Source: an optimization exercise on an open RTL-to-GDS flow (aim: small area, a short achievable clock period and few clock cycles). Production flows keep margins and buffers that such runs may drop.
Only simulation tests tie the RTL to the original design; equivalence was not proved.
Power is estimated from default activity; no workload was simulated.

==> lagoon <==
Design asc_core, start of the top module:
module asc_core (
    input  wire        clk,
    input  wire        rst,
    input  wire        start,
    input  wire [23:0] prog_len,
    input  wire [15:0] max_steps,
    output wire        busy,
    output reg         done,
    output reg  [1:0]  status,
    output reg  [2:0]  fault_code,
    output wire [23:0] fault_val,
    output wire [23:0] imem_addr,
    input  wire [35:0] imem_data,
    output reg  [23:0] pc,
    output reg  [15:0] tick,
    output wire [47:0] regs,
    output reg         flag_z,
    output reg         flag_c,
    input  wire [6:0]  mem_raddr,
    output wire [11:0] mem_rdata
);
export LEC_CHECK = 0
export CAP_MARGIN = 10
export CORE_MARGIN = 2
export CORE_UTILIZATION = 45
export CTS_CLUSTER_DIAMETER = 100
export CTS_CLUSTER_SIZE = 30
export PLACE_DENSITY = 0.55
export SETUP_SLACK_MARGIN = 3.5
export SLEW_MARGIN = 10
export SYNTH_HIERARCHICAL = 1
create_clock -name core_clock -period 10.0 [get_ports {clk}]
standard.sh (not shown) runs the stock make flow with config.mk's settings and CLKGATE_MAP_FILE= SYNTH_SCRIPT=/design/flow/synth_recipe.tcl, a recipe that flattens the netlist after the stock synthesis.
==> flow/flow/run.sh <==
#!/bin/bash
set -euo pipefail
bash standard.sh synth > make_synth.log 2>&1
bash standard.sh "BUFFER_PORTS_ARGS=-buffer_cell sky130_fd_sc_hd__buf_1" \
    finish > make_layout.log 2>&1
==> indigo: changes against lagoon <==
--- a/flow/design.v
+++ b/flow/design.v
@@ -175,20 +175,20 @@
     endgenerate
     wire [11:0] wdata = is_load ? mrd : alu_y;
     wire        wr_x  = exec & ~dec_fault & (is_alu | (is_load & ~ea_bad));
     wire        wr_f  = exec & ~dec_fault & is_flag;
     wire [35:0] nw = imem_data;
     wire [11:0] nxa = (wr_x && r[1:0] == nw[13:12]) ? wdata
                     : xsel(nw[13:12], x0, x1, x2, x3);
     always @(posedge clk)
-        if (run ? ~ending : start)
+        if (run ? ~ending : start) begin
             ir <= nw;
-    always @(posedge clk)
-        ma <= nw[26] ? nw[6:0] : nxa[6:0];
+            ma <= nw[26] ? nw[6:0] : nxa[6:0];
+        end
     assign fault_val = (fault_code == F_ADDRESS) ? ea
                      : (fault_code == F_CONTROL) ? target
                      : (fault_code == F_UNSUPPORTED) ? {19'd0, op}
                      : (fault_code[0] & ~fault_code[2]) ? {19'd0, dec_fval}   
                      : 24'd0;
     always @(posedge clk) begin
         if (rst) begin
             run        <= 1'b0;
==> flow/flow/run.sh (replaced) <==
#!/bin/bash


# Each make run writes its full output to a log of its own here.
set -euo pipefail
bash standard.sh synth > make_synth.log 2>&1
bash standard.sh "BUFFER_PORTS_ARGS=-buffer_cell sky130_fd_sc_hd__buf_1" \
    finish > make_layout.log 2>&1
CORE_UTILIZATION = 60   (was 45)
CTS_CLUSTER_DIAMETER = 120   (was 100)
CTS_CLUSTER_SIZE = 24   (was 30)
PLACE_DENSITY = 0.7   (was 0.55)
==> impl_metrics.ini <==
[outcome]
status = complete, no violations

[synthesis]
synth_compound_area_frac = 0.132
synthXorXnorAreaFrac = 0.00932

[sta]
fmax_mhz = 144
period_needed_ps = 6950

[floorplanning]
initial_utilization = 0.452

[setup_path]
r2r_start = ir[32]

[global_routing]
use_met1 = 0.410

[pwr]
internal-power_uw = 10200
The numbers above come from lagoon.

==> impl_metrics.ini <==
[outcome]
status = complete, no violations

[floorplanning]
initial_utilization = 0.603
die-area_um2 = 115000

[sta]
fmax_mhz = 142

[pwr]
internal-power_uw = 10200
p_switching_uw = 3370

[setup_path]
r2r_start = ir[25]

[global_routing]
use_met1 = 0.491
The numbers above come from indigo.

Testbench counts of lagoon, summed over its fixed seeds: cycles 18,311.
Testbench counts of indigo, summed over its fixed seeds: cycles 18,311.

---

==> inputs of willow <==
Starting RTL as in the previous note.
// asc_core
module asc_core (
    input  wire        clk,
    input  wire        rst,
    input  wire        start,
    input  wire [23:0] prog_len,
    input  wire [15:0] max_steps,
    output wire        busy,
    output reg         done,
    output reg  [1:0]  status,
    output reg  [2:0]  fault_code,
    output wire [23:0] fault_val,
    output wire [23:0] imem_addr,
    input  wire [35:0] imem_data,
    output reg  [23:0] pc,
    output reg  [15:0] tick,
    output wire [47:0] regs,
    output reg         flag_z,
    output reg         flag_c,
    input  wire [6:0]  mem_raddr,
    output wire [11:0] mem_rdata
);
export LEC_CHECK = 0
export CAP_MARGIN = 10
export CORE_MARGIN = 2
export CORE_UTILIZATION = 45
export CTS_CLUSTER_DIAMETER = 120
export CTS_CLUSTER_SIZE = 24
export PLACE_DENSITY = 0.55
export SETUP_SLACK_MARGIN = 3.5
export SLEW_MARGIN = 10
export SYNTH_HIERARCHICAL = 1
create_clock -name core_clock -period 10.0 [get_ports {clk}]
==> flow/flow/run.sh <==
#!/bin/bash
set -euo pipefail
bash standard.sh synth > make_synth.log 2>&1
bash standard.sh "BUFFER_PORTS_ARGS=-buffer_cell sky130_fd_sc_hd__buf_1" \
    finish > make_layout.log 2>&1
==> fjord (differences from willow) <==
- CORE_UTILIZATION: 45 -> 50
- PLACE_DENSITY: 0.55 -> 0.6
==> comparison table <==
|  | fjord | willow |
|---|---|---|
| Cell-internal power | 0.0103 W | 0.0103 W |
| Seq. pwr | 0.00856 W | 0.00858 W |
| Clock buffers and inverters, area share | 0.0281 | 0.0282 |
| Transition at the pin with the smallest max-transition slack | 1320 ps | 1350 ps |
| Setup Slack @ Placement | 1980 ps | 1560 ps |
| Highest clock rate | 0.142 GHz | 0.144 GHz |
| Placement-stage cell area | 0.0721 mm² | 0.0723 mm² |
| Maximum clock skew at final layout | 43.7 ps | 43.6 ps |
| Power Total | 0.0138 W | 0.0138 W |
| Destination of the critical timing path | mem_rdata[11] | mem_rdata[5] |
| Worst-case setup margin in the final layout | 2980 ps | 3030 ps |
| Net switching component of the power | 0.00349 W | 0.00353 W |
| Fraction of standard cell area in multi-input logic | 0.243 | 0.242 |
| Fin util | 0.574 | 0.519 |
| Buffering stage count on the worst path with inverters included | 7 | 5 |
| Initial antenna violation count | 6 | 7 |
| Setup Fix Bufs, Post-CTS | 53 | 99 |
| Static Leakage | 25.2 nW | 25.5 nW |
| Slowest stage cell, crit path | sky130_fd_sc_hd__a222oi_1 | sky130_fd_sc_hd__nand4_1 |
| Status | no timing/DRC/antenna violations | no timing/DRC/antenna violations |
Testbench counts of willow, summed over its fixed seeds: cycles 18,311.
Testbench counts of fjord, summed over its fixed seeds: cycles 18,311.

---

==> run F: inputs <==
Another version of the RTL of asc_core (not shown whole).
clock: 10.0 ns
lec_check: 0
cap_margin: 40
core_margin: 2
core_utilization: 50
cts_cluster_diameter: 120
cts_cluster_size: 24
place_density: 0.6
setup_slack_margin: 3.5
slew_margin: 40
synth_hierarchical: 1
run.sh (not shown) runs the stock make flow with config.mk's settings and CLKGATE_MAP_FILE= SYNTH_SCRIPT=/design/flow/synth_recipe.tcl, a recipe that flattens the netlist after the stock synthesis.
Stock flow here: none of the scripts above is used.
==> run R: changes against run F <==
--- a/flow/design.v
+++ b/flow/design.v
@@ -177,16 +177,16 @@
     wire        wr_x  = exec & ~dec_fault & (is_alu | (is_load & ~ea_bad));
     wire        wr_f  = exec & ~dec_fault & is_flag;
     wire [35:0] nw = imem_data;
     wire [11:0] nxa = (wr_x && r[1:0] == nw[13:12]) ? wdata
                     : xsel(nw[13:12], x0, x1, x2, x3);
     always @(posedge clk)
-        if (run ? ~ending : start) begin
+        if (run ? ~ending : start)
             ir <= nw;
-            ma <= nw[26] ? nw[6:0] : nxa[6:0];
-        end
+    always @(posedge clk)
+        ma <= nw[26] ? nw[6:0] : nxa[6:0];
     assign fault_val = (fault_code == F_ADDRESS) ? ea
                      : (fault_code == F_CONTROL) ? target
                      : (fault_code == F_UNSUPPORTED) ? {19'd0, op}
                      : (fault_code[0] & ~fault_code[2]) ? {19'd0, dec_fval}   
                      : 24'd0;
     always @(posedge clk) begin
@@ -225,27 +225,17 @@
             if (wr_f) begin
                 flag_z <= alu_z;
                 flag_c <= alu_c;
             end
         end
     end
-    always @(posedge clk) begin
-        if (rst) begin
-            x0 <= 12'd0;
-            x1 <= 12'd0;
-            x2 <= 12'd0;
-            x3 <= 12'd0;
-        end else if (wr_x) begin
-            case (r[1:0])
-                2'd0: x0 <= wdata;
-                2'd1: x1 <= wdata;
-                2'd2: x2 <= wdata;
-                default: x3 <= wdata;
-            endcase
-        end
-    end
+    wire [11:0] xwd = rst ? 12'd0 : wdata;
+    always @(posedge clk) if (rst | (wr_x & (r[1:0] == 2'd0))) x0 <= xwd;
+    always @(posedge clk) if (rst | (wr_x & (r[1:0] == 2'd1))) x1 <= xwd;
+    always @(posedge clk) if (rst | (wr_x & (r[1:0] == 2'd2))) x2 <= xwd;
+    always @(posedge clk) if (rst | (wr_x & (r[1:0] == 2'd3))) x3 <= xwd;
 endmodule
 module asc_o22ai (input wire a0, a1, b0, b1, output wire y);
     assign y = ~((a0 | a1) & (b0 | b1));
 endmodule
 module asc_nor2 (input wire a, input wire b, output wire y);
     assign y = ~(a | b);
@@ -361,30 +351,27 @@
     wire is_shr = (op == 5'h08);
     wire is_sar = (op == 5'h09);
     wire is_rol = (op == 5'h0A);
     wire        sub = (op == 5'h02);
     wire [11:0] bx  = b ^ {12{sub}};
     wire [11:0] p   = a ^ bx;
-    reg  [12:0] gg, pp, gn, pn;
+    reg  [12:0] gg, pp;
     integer d, i;
     always @* begin
         gg = {a & bx, sub};
         pp = {p, 1'b0};
-        for (d = 1; d < 13; d = d * 2) begin
-            for (i = 0; i < 13; i = i + 1) begin
-                if (i >= d) begin
-                    gn[i] = gg[i] | (pp[i] & gg[i-d]);
-                    pn[i] = pp[i] & pp[i-d];
-                end else begin
-                    gn[i] = gg[i];
-                    pn[i] = pp[i];
-                end
+        for (d = 1; d < 13; d = d * 2)
+            for (i = 2 * d - 1; i < 13; i = i + 2 * d) begin
+                gg[i] = gg[i] | (pp[i] & gg[i-d]);
+                pp[i] = pp[i] & pp[i-d];
+            end
+        for (d = 4; d >= 1; d = d / 2)
+            for (i = 3 * d - 1; i < 13; i = i + 2 * d) begin
+                gg[i] = gg[i] | (pp[i] & gg[i-d]);
+                pp[i] = pp[i] & pp[i-d];
             end
-            gg = gn;
-            pp = pn;
-        end
     end
     wire [11:0] sum   = p ^ gg[11:0];
     wire        sum_z = &(p ~^ {a[10:0] | bx[10:0], sub});
     wire        hi   = (b[11:4] != 8'd0);
     wire        ge12 = hi | (b[3:2] == 2'b11);
     wire        big  = hi | (b[3:0] > 4'd12);
@@ -430,26 +417,24 @@
     end
     wire [11:0] keep = is_shl ? t_ge : t_lt;
     wire        fill = is_sar & a[11];
     wire [11:0] shf  = (rot & keep) | (~keep & {12{fill}});
     wire        shc  = (s == 4'd0) | (big & ~is_sar) ? 1'b0
                      : (is_shl ? rot[0] : rot[11]);
-    wire        shl_z = ~|(a & t_lt);
-    wire        shr_z = ~|(a & t_ge);
+    reg [11:0] yo;
     always @* begin
-        y = 12'd0;
-        c = 1'b0;
-        z = 1'b0;
+        yo = 12'd0;
+        c  = 1'b0;
         case (op)
-            5'h01, 5'h02: begin y = sum; c = gg[12]; z = sum_z; end
-            5'h03: begin y = a & b; z = ~|(a & b); end
-            5'h04: begin y = a | b; z = ~|(a | b); end
-            5'h05: begin y = a ^ b; z = (a == b); end
-            5'h06: begin y = ~a; z = &a; end
-            5'h07: begin y = shf; c = shc; z = shl_z; end
-            5'h08: begin y = shf; c = shc; z = shr_z; end
-            5'h09: begin y = shf; c = shc; z = shr_z & ~a[11]; end
-            5'h0A: begin y = rot; z = ~|a; end
-            default: y = a;               
+            5'h01, 5'h02: c = gg[12];
+            5'h03: yo = a & bx;
+            5'h04: yo = p | (a & bx);
+            5'h05: yo = p;
+            5'h06: yo = ~a;
+            5'h07, 5'h08, 5'h09: begin yo = shf; c = shc; end
+            5'h0A: yo = rot;
+            default: yo = a;               
         endcase
+        y = is_add ? sum : yo;
+        z = is_add ? sum_z : (yo == 12'd0);
     end
 endmodule
==> flow/flow/run.sh (new file) <==
#!/bin/bash
set -euo pipefail
bash standard.sh synth > make_synth.log 2>&1
bash standard.sh "BUFFER_PORTS_ARGS=-buffer_cell sky130_fd_sc_hd__buf_1" \
    finish > make_layout.log 2>&1
==> flow/standard.sh (new file) <==
#!/bin/bash
# synth_recipe.tcl (not shown) runs the flow's synth.tcl, then flattens the netlist and writes it again
# the make line also repeats each setting of config.mk as NAME=value (left out here)
make -C /OpenROAD-flow-scripts/flow DESIGN_CONFIG=/design/flow/config.mk WORK_HOME=/design/flow/orfs CLKGATE_MAP_FILE= SYNTH_SCRIPT=/design/flow/synth_recipe.tcl "${@:-finish}"
- CAP_MARGIN: 40 -> 20
- SLEW_MARGIN: 40 -> 20
removed: flow/run.sh
==> run Z: changes against run F <==
--- a/flow/design.v
+++ b/flow/design.v
@@ -177,16 +177,16 @@
     wire        wr_x  = exec & ~dec_fault & (is_alu | (is_load & ~ea_bad));
     wire        wr_f  = exec & ~dec_fault & is_flag;
     wire [35:0] nw = imem_data;
     wire [11:0] nxa = (wr_x && r[1:0] == nw[13:12]) ? wdata
                     : xsel(nw[13:12], x0, x1, x2, x3);
     always @(posedge clk)
-        if (run ? ~ending : start) begin
+        if (run ? ~ending : start)
             ir <= nw;
-            ma <= nw[26] ? nw[6:0] : nxa[6:0];
-        end
+    always @(posedge clk)
+        ma <= nw[26] ? nw[6:0] : nxa[6:0];
     assign fault_val = (fault_code == F_ADDRESS) ? ea
                      : (fault_code == F_CONTROL) ? target
                      : (fault_code == F_UNSUPPORTED) ? {19'd0, op}
                      : (fault_code[0] & ~fault_code[2]) ? {19'd0, dec_fval}   
                      : 24'd0;
     always @(posedge clk) begin
@@ -225,27 +225,17 @@
             if (wr_f) begin
                 flag_z <= alu_z;
                 flag_c <= alu_c;
             end
         end
     end
-    always @(posedge clk) begin
-        if (rst) begin
-            x0 <= 12'd0;
-            x1 <= 12'd0;
-            x2 <= 12'd0;
-            x3 <= 12'd0;
-        end else if (wr_x) begin
-            case (r[1:0])
-                2'd0: x0 <= wdata;
-                2'd1: x1 <= wdata;
-                2'd2: x2 <= wdata;
-                default: x3 <= wdata;
-            endcase
-        end
-    end
+    wire [11:0] xwd = rst ? 12'd0 : wdata;
+    always @(posedge clk) if (rst | (wr_x & (r[1:0] == 2'd0))) x0 <= xwd;
+    always @(posedge clk) if (rst | (wr_x & (r[1:0] == 2'd1))) x1 <= xwd;
+    always @(posedge clk) if (rst | (wr_x & (r[1:0] == 2'd2))) x2 <= xwd;
+    always @(posedge clk) if (rst | (wr_x & (r[1:0] == 2'd3))) x3 <= xwd;
 endmodule
 module asc_o22ai (input wire a0, a1, b0, b1, output wire y);
     assign y = ~((a0 | a1) & (b0 | b1));
 endmodule
 module asc_nor2 (input wire a, input wire b, output wire y);
     assign y = ~(a | b);
@@ -361,30 +351,27 @@
     wire is_shr = (op == 5'h08);
     wire is_sar = (op == 5'h09);
     wire is_rol = (op == 5'h0A);
     wire        sub = (op == 5'h02);
     wire [11:0] bx  = b ^ {12{sub}};
     wire [11:0] p   = a ^ bx;
-    reg  [12:0] gg, pp, gn, pn;
+    reg  [12:0] gg, pp;
     integer d, i;
     always @* begin
         gg = {a & bx, sub};
         pp = {p, 1'b0};
-        for (d = 1; d < 13; d = d * 2) begin
-            for (i = 0; i < 13; i = i + 1) begin
-                if (i >= d) begin
-                    gn[i] = gg[i] | (pp[i] & gg[i-d]);
-                    pn[i] = pp[i] & pp[i-d];
-                end else begin
-                    gn[i] = gg[i];
-                    pn[i] = pp[i];
-                end
+        for (d = 1; d < 13; d = d * 2)
+            for (i = 2 * d - 1; i < 13; i = i + 2 * d) begin
+                gg[i] = gg[i] | (pp[i] & gg[i-d]);
+                pp[i] = pp[i] & pp[i-d];
+            end
+        for (d = 4; d >= 1; d = d / 2)
+            for (i = 3 * d - 1; i < 13; i = i + 2 * d) begin
+                gg[i] = gg[i] | (pp[i] & gg[i-d]);
+                pp[i] = pp[i] & pp[i-d];
             end
-            gg = gn;
-            pp = pn;
-        end
     end
     wire [11:0] sum   = p ^ gg[11:0];
     wire        sum_z = &(p ~^ {a[10:0] | bx[10:0], sub});
     wire        hi   = (b[11:4] != 8'd0);
     wire        ge12 = hi | (b[3:2] == 2'b11);
     wire        big  = hi | (b[3:0] > 4'd12);
@@ -430,26 +417,24 @@
     end
     wire [11:0] keep = is_shl ? t_ge : t_lt;
     wire        fill = is_sar & a[11];
     wire [11:0] shf  = (rot & keep) | (~keep & {12{fill}});
     wire        shc  = (s == 4'd0) | (big & ~is_sar) ? 1'b0
                      : (is_shl ? rot[0] : rot[11]);
-    wire        shl_z = ~|(a & t_lt);
-    wire        shr_z = ~|(a & t_ge);
+    reg [11:0] yo;
     always @* begin
-        y = 12'd0;
-        c = 1'b0;
-        z = 1'b0;
+        yo = 12'd0;
+        c  = 1'b0;
         case (op)
-            5'h01, 5'h02: begin y = sum; c = gg[12]; z = sum_z; end
-            5'h03: begin y = a & b; z = ~|(a & b); end
-            5'h04: begin y = a | b; z = ~|(a | b); end
-            5'h05: begin y = a ^ b; z = (a == b); end
-            5'h06: begin y = ~a; z = &a; end
-            5'h07: begin y = shf; c = shc; z = shl_z; end
-            5'h08: begin y = shf; c = shc; z = shr_z; end
-            5'h09: begin y = shf; c = shc; z = shr_z & ~a[11]; end
-            5'h0A: begin y = rot; z = ~|a; end
-            default: y = a;               
+            5'h01, 5'h02: c = gg[12];
+            5'h03: yo = a & bx;
+            5'h04: yo = p | (a & bx);
+            5'h05: yo = p;
+            5'h06: yo = ~a;
+            5'h07, 5'h08, 5'h09: begin yo = shf; c = shc; end
+            5'h0A: yo = rot;
+            default: yo = a;               
         endcase
+        y = is_add ? sum : yo;
+        z = is_add ? sum_z : (yo == 12'd0);
     end
 endmodule
==> flow/flow/run.sh (new file) <==
#!/bin/bash
set -euo pipefail
bash standard.sh synth > make_synth.log 2>&1
bash standard.sh "BUFFER_PORTS_ARGS=-buffer_cell sky130_fd_sc_hd__buf_1" \
    finish > make_layout.log 2>&1
==> flow/standard.sh (new file) <==
#!/bin/bash
# synth_recipe.tcl (not shown) runs the flow's synth.tcl, then flattens the netlist and writes it again
# the make line also repeats each setting of config.mk as NAME=value (left out here)
make -C /OpenROAD-flow-scripts/flow DESIGN_CONFIG=/design/flow/config.mk WORK_HOME=/design/flow/orfs CLKGATE_MAP_FILE= SYNTH_SCRIPT=/design/flow/synth_recipe.tcl "${@:-finish}"
- CAP_MARGIN: 40 -> 10
- CORE_UTILIZATION: 50 -> 60
- PLACE_DENSITY: 0.6 -> 0.7
- SLEW_MARGIN: 40 -> 10
removed: flow/run.sh
==> flow_summary.json <==
{
  "muxShareOfSynthArea_pct": 1.85,
  "synthAdderAreaFrac_pct": 1.43,
  "crit_path_max_incr_delay_ns": 0.70,
  "finalInstanceArea_um2": 77200,
  "drv_cap": 1,
  "outcome": "finished with violations",
  "power_switching_share_pct": 25.1,
  "worst_slew_pin_slew_ns": 1.52,
  "cp_max_fo": 6,
  "synth_xor_area_share_pct": 0.932,
  "slew_viol_final": 9,
  "failed_checks": "capacitance limit, slew limit",
  "n_all_inverters": 93,
  "ctsResizeCount": 327,
  "synth.cell_area_um2": 67700,
  "area_share_clock_buf_inv_pct": 2.86,
  "drtIter0Drc": 9819
}
# the run above: run Z

==> flow_summary.json <==
{
  "synthAdderAreaFrac_pct": 1.43,
  "muxShareOfSynthArea_pct": 1.85,
  "slew_viol_final": 0,
  "crit_path_max_incr_delay_ns": 0.50,
  "slew_headroom_pct": 16.6,
  "period_share_pct": 70.0,
  "outcome": "finished clean",
  "gp_congestion": 0.961,
  "area_share_clock_buf_inv_pct": 2.79,
  "worst_slew_pin_slew_ns": 1.25,
  "initial_core_util_pct": 50.5,
  "wl_met3_um": 25600,
  "power_switching_share_pct": 25.5,
  "finalInstanceArea_um2": 77600,
  "async_flop_share_pct": 0,
  "areaGrowthSynthToFinish_pct": 14.6,
  "synth.cell_area_um2": 67700,
  "synth_xor_area_share_pct": 0.932,
  "ctsResizeCount": 314,
  "drtIter0Drc": 7919
}
# the run above: run R

==> flow_summary.json <==
{
  "outcome": "finished clean",
  "synth.cell_area_um2": 68300,
  "synthAdderAreaFrac_pct": 1.67,
  "setup.worst_path.end": "mem_rdata[10]",
  "slew_viol_final": 0,
  "ctsResizeCount": 366,
  "n_all_inverters": 105,
  "avgSynthCellArea_um2": 15.7,
  "synth_xor_area_share_pct": 0.961,
  "finalInstanceArea_um2": 79700,
  "drtIter0Drc": 8275,
  "crit_path_max_incr_delay_ns": 0.61,
  "design.seq.count": 1678,
  "drv_cap": 0,
  "worst_slew_pin_slew_ns": 0.975,
  "cp_max_fo": 5,
  "muxShareOfSynthArea_pct": 2.68
}
# the run above: run F

Testbench counts of run F, summed over its fixed seeds: cycles 18,311.
Testbench counts of run R, summed over its fixed seeds: cycles 18,311.
Testbench counts of run Z, summed over its fixed seeds: cycles 18,311.

## port drivers added, routing unchanged
Ports are ideal in the flow. The routed layouts listed here were re-timed in OpenROAD.
Step 1 assumes that a clkbuf_16 drives the clock port and a buf_2 every other input.
Step 2 also shifts input and output timing later by t, the mid clock arrival at the registers, as if the neighbouring blocks saw the same clock.
Slacks: no drivers / after step 1 / after step 2; pairs: no drivers / after step 1.
| run | shift t [ns] | setup slack, ns | cell pins on the clock port's net |
|---|---|---|---|
| lagoon | 0.784 | 3.054 / 2.948 / 2.948 | 1 |
| indigo | 0.772 | 2.948 / 2.870 / 2.914 | 1 |
| willow | 0.811 | 3.035 / 2.918 / 2.918 | 1 |
| fjord | 0.800 | 2.981 / 2.934 / 2.934 | 1 |
| run F | 0.810 | 2.984 / 2.946 / 2.946 | 1 |
| run R | 0.807 | 2.998 / 2.954 / 2.954 | 1 |
| run Z | 0.774 | 2.943 / 2.857 / 2.857 | 1 |
For willow, which loses most, drivers alone change the setup slack by -0.117 ns; drivers and shift together by -0.117 ns.
